Background: an optimization exercise with open tools, aiming at small area, a short achievable clock period and few clock cycles per item. Do not read the settings as production practice.
The RTL was checked by simulation tests, not by an equivalence proof against the original design.
Power and IR drop assume default switching activity.

`run.sh`:
```
#!/bin/bash
# synth_recipe.tcl (not shown) runs the flow's synth.tcl, then flattens the netlist and writes it again
# the make line also repeats each setting of config.mk as NAME=value (left out here)
make -C /OpenROAD-flow-scripts/flow DESIGN_CONFIG=/design/flow/config.mk WORK_HOME=/design/flow/orfs CLKGATE_MAP_FILE= SYNTH_SCRIPT=/design/flow/synth_recipe.tcl finish
```
`config.mk`:
```
export PLATFORM = sky130hd
export DESIGN_NAME = sha512_core
export DESIGN_NICKNAME = sha512_core
export VERILOG_FILES = /design/flow/design.v
export SDC_FILE = /design/flow/constraint.sdc
export NUM_CORES = 4
export LEC_CHECK = 0
export CAP_MARGIN = 20
export CORE_MARGIN = 2
export CORE_UTILIZATION = 35
export SLEW_MARGIN = 20
export SYNTH_MEMORY_MAX_BITS = 16384
```
`constraint.sdc`:
```
create_clock -name core_clock -period 12.0 [get_ports {clk}]
set_input_delay 2.4000 -clock core_clock [delete_from_list [all_inputs] [get_ports {clk}]]
set_output_delay 2.4000 -clock core_clock [all_outputs]
set_load 0.01 [all_outputs]
```
`design.v`:
```
module sha512_core (
    input  wire         clk,
    input  wire         rst,           
    input  wire         word_valid,
    input  wire [63:0]  word,
    input  wire         first,
    output wire         word_ready,
    output reg          digest_valid,
    output wire [511:0] digest
);
    localparam [1:0] S_LOAD  = 2'd0,
                     S_ROUND = 2'd1,
                     S_FINAL = 2'd2;
    reg [1:0]  state;
    reg [6:0]  cnt;          
    reg        use_iv;       
    reg [63:0] w [0:15];     
    reg [63:0] hv [0:7];     
    reg [63:0] a, b, c, d, e, f, g, h;
    localparam [80*64-1:0] K_TABLE = {
        64'h6c44198c4a475817,
        64'h5fcb6fab3ad6faec,
        64'h597f299cfc657e2a,
        64'h4cc5d4becb3e42b6,   
        64'h431d67c49c100d4c,
        64'h3c9ebe0a15c9bebc,
        64'h32caab7b40c72493,
        64'h28db77f523047d84,   
        64'h1b710b35131c471b,
        64'h113f9804bef90dae,
        64'h0a637dc5a2c898a6,
        64'h06f067aa72176fba,   
        64'hf57d4f7fee6ed178,
        64'heada7dd6cde0eb1e,
        64'hd186b8c721c0c207,
        64'hca273eceea26619c,   
        64'hc67178f2e372532b,
        64'hbef9a3f7b2c67915,
        64'ha4506cebde82bde9,
        64'h90befffa23631e28,   
        64'h8cc702081a6439ec,
        64'h84c87814a1f0ab72,
        64'h78a5636f43172f60,
        64'h748f82ee5defb2fc,   
        64'h682e6ff3d6b2b8a3,
        64'h5b9cca4f7763e373,
        64'h4ed8aa4ae3418acb,
        64'h391c0cb3c5c95a63,   
        64'h34b0bcb5e19b48a8,
        64'h2748774cdf8eeb99,
        64'h1e376c085141ab53,
        64'h19a4c116b8d2d0c8,   
        64'h106aa07032bbd1b8,
        64'hf40e35855771202a,
        64'hd69906245565a910,
        64'hd192e819d6ef5218,   
        64'hc76c51a30654be30,
        64'hc24b8b70d0f89791,
        64'ha81a664bbc423001,
        64'ha2bfe8a14cf10364,   
        64'h92722c851482353b,
        64'h81c2c92e47edaee6,
        64'h766a0abb3c77b2a8,
        64'h650a73548baf63de,   
        64'h53380d139d95b3df,
        64'h4d2c6dfc5ac42aed,
        64'h2e1b21385c26c926,
        64'h27b70a8546d22ffc,   
        64'h142929670a0e6e70,
        64'h06ca6351e003826f,
        64'hd5a79147930aa725,
        64'hc6e00bf33da88fc2,   
        64'hbf597fc7beef0ee4,
        64'hb00327c898fb213f,
        64'ha831c66d2db43210,
        64'h983e5152ee66dfab,   
        64'h76f988da831153b5,
        64'h5cb0a9dcbd41fbd4,
        64'h4a7484aa6ea6e483,
        64'h2de92c6f592b0275,   
        64'h240ca1cc77ac9c65,
        64'h0fc19dc68b8cd5b5,
        64'hefbe4786384f25e3,
        64'he49b69c19ef14ad2,   
        64'hc19bf174cf692694,
        64'h9bdc06a725c71235,
        64'h80deb1fe3b1696b1,
        64'h72be5d74f27b896f,   
        64'h550c7dc3d5ffb4e2,
        64'h243185be4ee4b28c,
        64'h12835b0145706fbe,
        64'hd807aa98a3030242,   
        64'hab1c5ed5da6d8118,
        64'h923f82a4af194f9b,
        64'h59f111f1b605d019,
        64'h3956c25bf348b538,   
        64'he9b5dba58189dbbc,
        64'hb5c0fbcfec4d3b2f,
        64'h7137449123ef65cd,
        64'h428a2f98d728ae22   
    };
    localparam [8*64-1:0] H0_TABLE = {
        64'h5be0cd19137e2179,
        64'h1f83d9abfb41bd6b,
        64'h9b05688c2b3e6c1f,
        64'h510e527fade682d1,
        64'ha54ff53a5f1d36f1,
        64'h3c6ef372fe94f82b,
        64'hbb67ae8584caa73b,
        64'h6a09e667f3bcc908
    };
    function [63:0] kconst(input [6:0] t);
        kconst = K_TABLE[64*t +: 64];
    endfunction
    function [63:0] iv(input [2:0] i);
        iv = H0_TABLE[64*i +: 64];
    endfunction
    function [63:0] rotr(input [63:0] x, input integer n);
        rotr = (x >> n) | (x << (64 - n));
    endfunction
    wire [63:0] big_sigma0 = rotr(a, 28) ^ rotr(a, 34) ^ rotr(a, 39);
    wire [63:0] big_sigma1 = rotr(e, 14) ^ rotr(e, 18) ^ rotr(e, 41);
    wire [63:0] ch         = (e & f) ^ (~e & g);
    wire [63:0] maj        = (a & b) ^ (a & c) ^ (b & c);
    wire [63:0] t1         = h + big_sigma1 + ch + kconst(cnt) + w[0];
    wire [63:0] t2         = big_sigma0 + maj;
    wire [63:0] s0    = rotr(w[1], 1) ^ rotr(w[1], 8) ^ (w[1] >> 7);
    wire [63:0] s1    = rotr(w[14], 19) ^ rotr(w[14], 61) ^ (w[14] >> 6);
    wire [63:0] w_new = s1 + w[9] + s0 + w[0];
    wire [63:0] hin [0:7];
    genvar gi;
    generate
        for (gi = 0; gi < 8; gi = gi + 1) begin : g_hin
            assign hin[gi] = use_iv ? iv(gi) : hv[gi];
            assign digest[511 - 64*gi -: 64] = hv[gi];
        end
    endgenerate
    assign word_ready = (state == S_LOAD);
    integer i;
    always @(posedge clk) begin
        if (rst) begin
            state        <= S_LOAD;
            cnt          <= 7'd0;
            use_iv       <= 1'b1;
            digest_valid <= 1'b0;
        end else begin
            digest_valid <= 1'b0;
            case (state)
            S_LOAD: begin
                if (word_valid) begin
                    for (i = 0; i < 15; i = i + 1)
                        w[i] <= w[i+1];
                    w[15] <= word;
                    if (cnt == 7'd0)
                        use_iv <= first;
                    if (cnt == 7'd15) begin
                        cnt   <= 7'd0;
                        state <= S_ROUND;
                        a <= hin[0]; b <= hin[1]; c <= hin[2]; d <= hin[3];
                        e <= hin[4]; f <= hin[5]; g <= hin[6]; h <= hin[7];
                    end else begin
                        cnt <= cnt + 7'd1;
                    end
                end
            end
            S_ROUND: begin
                h <= g;
                g <= f;
                f <= e;
                e <= d + t1;
                d <= c;
                c <= b;
                b <= a;
                a <= t1 + t2;
                for (i = 0; i < 15; i = i + 1)
                    w[i] <= w[i+1];
                w[15] <= w_new;
                if (cnt == 7'd79) begin
                    cnt   <= 7'd0;
                    state <= S_FINAL;
                end else begin
                    cnt <= cnt + 7'd1;
                end
            end
            default: begin  
                hv[0] <= hin[0] + a;
                hv[1] <= hin[1] + b;
                hv[2] <= hin[2] + c;
                hv[3] <= hin[3] + d;
                hv[4] <= hin[4] + e;
                hv[5] <= hin[5] + f;
                hv[6] <= hin[6] + g;
                hv[7] <= hin[7] + h;
                digest_valid <= 1'b1;
                state        <= S_LOAD;
            end
            endcase
        end
    end
endmodule
```
==> metrics.md <==
| Metric | Value |
|---|---|
| Rel. slew slack | `22.79%` |
| Synthesis-to-layout area growth | `16.45%` |
| Peak fanout along the critical path | `22` |
| Crit path capture type | `register` |
| Most frequent cells in the layout | `2048 x edfxtp_1, 1191 x nor2_1, 1164 x nand2_1` |
| Crit Path Class | `register to register` |
| Outcome | `no timing/DRC/antenna violations` |
| Flops & latches, synth | `between 2000 and 2500` |
| Final ANT Viol Nets | `0` |
| Largest registers | `w: 1024 flops, hv: 512 flops` |
| Total Wirelength | `roughly 560 mm` |
| Fin nets | `~15000` |
| Die area | `roughly 0.39 mm2` |
| Initial core utilization | `a little over a third` |
| 1st-pass router iterations | `6` |
| Net Count, Synth | `13905` |
| Chip height | `621.4 um` |
| Top cell by count, worst path | `a21oi_1` |
| Root buf cell | `clkbuf_16` |
| Worst Setup Start Kind | `register` |
| Fin. max-slew vios | `0` |
| Max-Cap Viols | `0` |
| Clock Pin Slew Worst Setup and Hold Paths | `about 0.07 ns` |
| Skew-Pair Late Insertion Delay | `0.99 ns` |
| Hold Crit Class | `register to register` |
| Placed Cells | `~18000` |
| Fin Clk Skew | `about 0.084 ns` |
| Fin crit period | `11.37 ns` |
| Sequential share of the synthesized area | `between 40% and 50%` |
| Max stage delay on crit path | `between 0.8 and 0.9 ns` |
| Hold slack | `0.3754 ns` |
| Most flops, register | `w` |
| Pwr dens | `about 150 mW/mm2` |
| RSZ-0062 raised after global routing | `false` |
| GP Congestion | `1.123` |
| Main synth FF type | `edfxtp_1` |
| Fin cells | `roughly 19000` |
| Vias | `around 100k` |
| CTS tree | `built` |
| Final Hold Fails | `0` |
| Yosys cell types | `100` |
| Buf+Inv Stages, Crit Path | `6` |
| Global-route wire length before repair | `about 770 mm` |
| Clock Sinks | `between 2000 and 2500` |
| Max Clock Freq | `0.08792 GHz` |
| WP data arrival | `~12 ns` |
| Period utilization | `94.79%` |
| DR vias/cell | `approximately 5.6` |
| GR Overflow Total | `0` |
| WL/cell | `approximately 30 um` |
| Share of cells above drive strength 1 | `about a tenth` |
| Largest net degree at the start of global routing | `198` |
| Peak supply drop | `about 0.13 mV` |
| Die Width | `a little over 600 um` |
| Setup ws final | `approximately 0.63 ns` |
| Initial DRC count | `12494` |
| Postcts setup bufs | `0` |
| Post-synth ARST share | `0%` |
| EDFF count, synth | `just over 2000` |
| Commonest non-fill, non-tap cell in the layout | `edfxtp_1` |
| Total power | `between 20 and 25 mW` |
| All-Layer GR Usage | `28.04%` |
| CP required | `about 13 ns` |
| Slew @ Worst Pin | `between 1 and 1.5 ns` |
| Syn. warnings | `3` |
| # port buffers | `581` |
| Row cnt | `roughly 230` |
| Fill count | `36711` |
| Mapped cell area | `about 0.13 mm2` |
| Number of H-tree levels | `4` |
| Post-Place Setup Slack | `between 1 and 1.5 ns` |
| Largest register FFs | `around 1000` |
| Flop2flop setup slack | `around 0.63 ns` |
| DR DRC count | `0` |
| HPWL Detailed | `around 440 mm` |
| Final setup violation count | `0` |
| Post-cts sizing count | `0` |
| Hold-fix buffers, CTS | `0` |
| Leak | `58.29 nW` |
| Cts bufs inserted | `approximately 230` |
| Number of global-route vias before repair | `between 90000 and 100k` |
| Syn Inst Count | `12673` |
| Slowest stage cell, crit path | `nor2b_1` |
| Initial antenna violation count | `20` |
| Avg Cell Area, Syn | `about 11 um2` |
| Clock Tree Buf Depth | `4` |
| I/O pins | `582` |
| Core ar. | `0.3792 mm2` |
| CP delay by family, top | `compound AO/OA/AOI/OAI gates` |
[metal layers]
layer | track usage, % | vias up | wire length [um]
li1 | - | 46995 | -
met4 | 16.28 | 0 | 38710
met1 | 38.86 | 51591 | 238300
met5 | 0 | - | 0
met3 | 6.060 | 880 | 51620
met2 | 40.23 | 4892 | 229000
[final cells by class]
cell class	instances	area, um2	share of cell area, %
multi-input combinational	9533	67760	43.61
clock buffer	264	5989	3.855
timing repair buffer	1115	10160	6.540
clock inverter	166	1724	1.110
antenna	9	22.52	0.01450
inverter	452	1697	1.092
tap	5016	6276	4.039
sequential	2059	61740	39.74
[final timing paths]
check / from / endpoint / depth (start not counted)
setup / recovery: cnt[1] / a[58] / 40
hold / removal: w[3][49] / w[2][49] / 0
setup reg to reg: cnt[1] / a[58] / 40
hold reg to reg: w[3][49] / w[2][49] / 0
[power breakdown]
group / internal, mW / switching (mW)
Sequential: 8.06 / 0.123
Combinational: 3.15 / 4.45
Clock: 4.15 / 3.22
Total: 15.4 / 7.79
[stage by stage]
stage | util, % | cell area, um2 | setup TNS [ns]
after global placement | 38.91 | 147500 | 0
after detailed placement | 38.91 | 147600 | 0
after global routing | 40.97 | 155400 | 0
final | 40.97 | 155400 | 0
after floorplan | - | 133500 | -8621.14
after CTS | 40.95 | 155300 | 0
[synthesized netlist by cell type (all sizes together), types with 39 or more instances]
master / count / area (um2)
a31oi: 134 / 838.3
and3: 70 / 437.9
o21a: 102 / 765.7
o31ai: 61 / 467.9
o211ai: 62 / 465.5
xnor2: 950 / 8320
buf: 40 / 152.6
and2: 54 / 337.8
nand2b: 125 / 782.0
o21bai: 140 / 1051
or2: 304 / 1902
a21oi: 953 / 4770
inv: 450 / 1689
nor2b: 373 / 2333
mux2: 66 / 743.2
nand4: 126 / 788.3
nor3: 133 / 670.6
edfxtp: 2048 / 61500
ha: 777 / 9722
fa: 387 / 7747
o21ai: 665 / 3339
nand3: 186 / 930.9
xor2: 297 / 2601
a21o: 530 / 3979
a211oi: 104 / 790.8
or3: 39 / 244.0
clkbuf: 589 / 2211
nor2: 1196 / 4489
nand2: 1165 / 4373
[cells by family (layout without fill, tap and decap cells)]
family | after synthesis | count (layout) | synth area share (%)
buffers and inverters | 1081 | 1997 | 3.043
adder cells (fa/ha/maj) | 1202 | 1202 | 13.38
multiplexers | 85 | 85 | 0.7277
other | 0 | 9 | 0
AND/OR/NAND/NOR | 3865 | 3865 | 13.51
AO/OA/AOI/OAI | 3134 | 3134 | 14.90
flip-flops | 2059 | 2059 | 46.26
XOR/XNOR | 1247 | 1247 | 8.186
Testbench counts, summed over its fixed seeds: cycles 18,632, blocks 192.

==> static timing again, ports no longer ideal <==
The results above use ideal ports. As a check the final layout listed here was re-extracted and re-timed, cells and wires unchanged. Step 1 sets driving cells, clkbuf_16 on the clock port and buf_2 on the other inputs (assumed; they add their load-dependent delay and slew). Step 2 also shifts input and output timing later by t, the mid clock arrival at the registers, as if the neighbouring blocks saw the same clock. Three values: ideal, step 1, step 2; two values: the first two.
t, ns: 1.054
slack for setup (ns): 0.626 / 0.626 / 0.626
worst hold slack (ns): 0.375 / 0.375 / 0.375
slew at the worst register clock pin (ns): 0.07 / 0.07
pins driven straight from the clock port: 1
After both steps this run still meets setup and hold. The setup slack of this run moves by 0.000 ns with the drivers and by 0.000 ns with both steps.
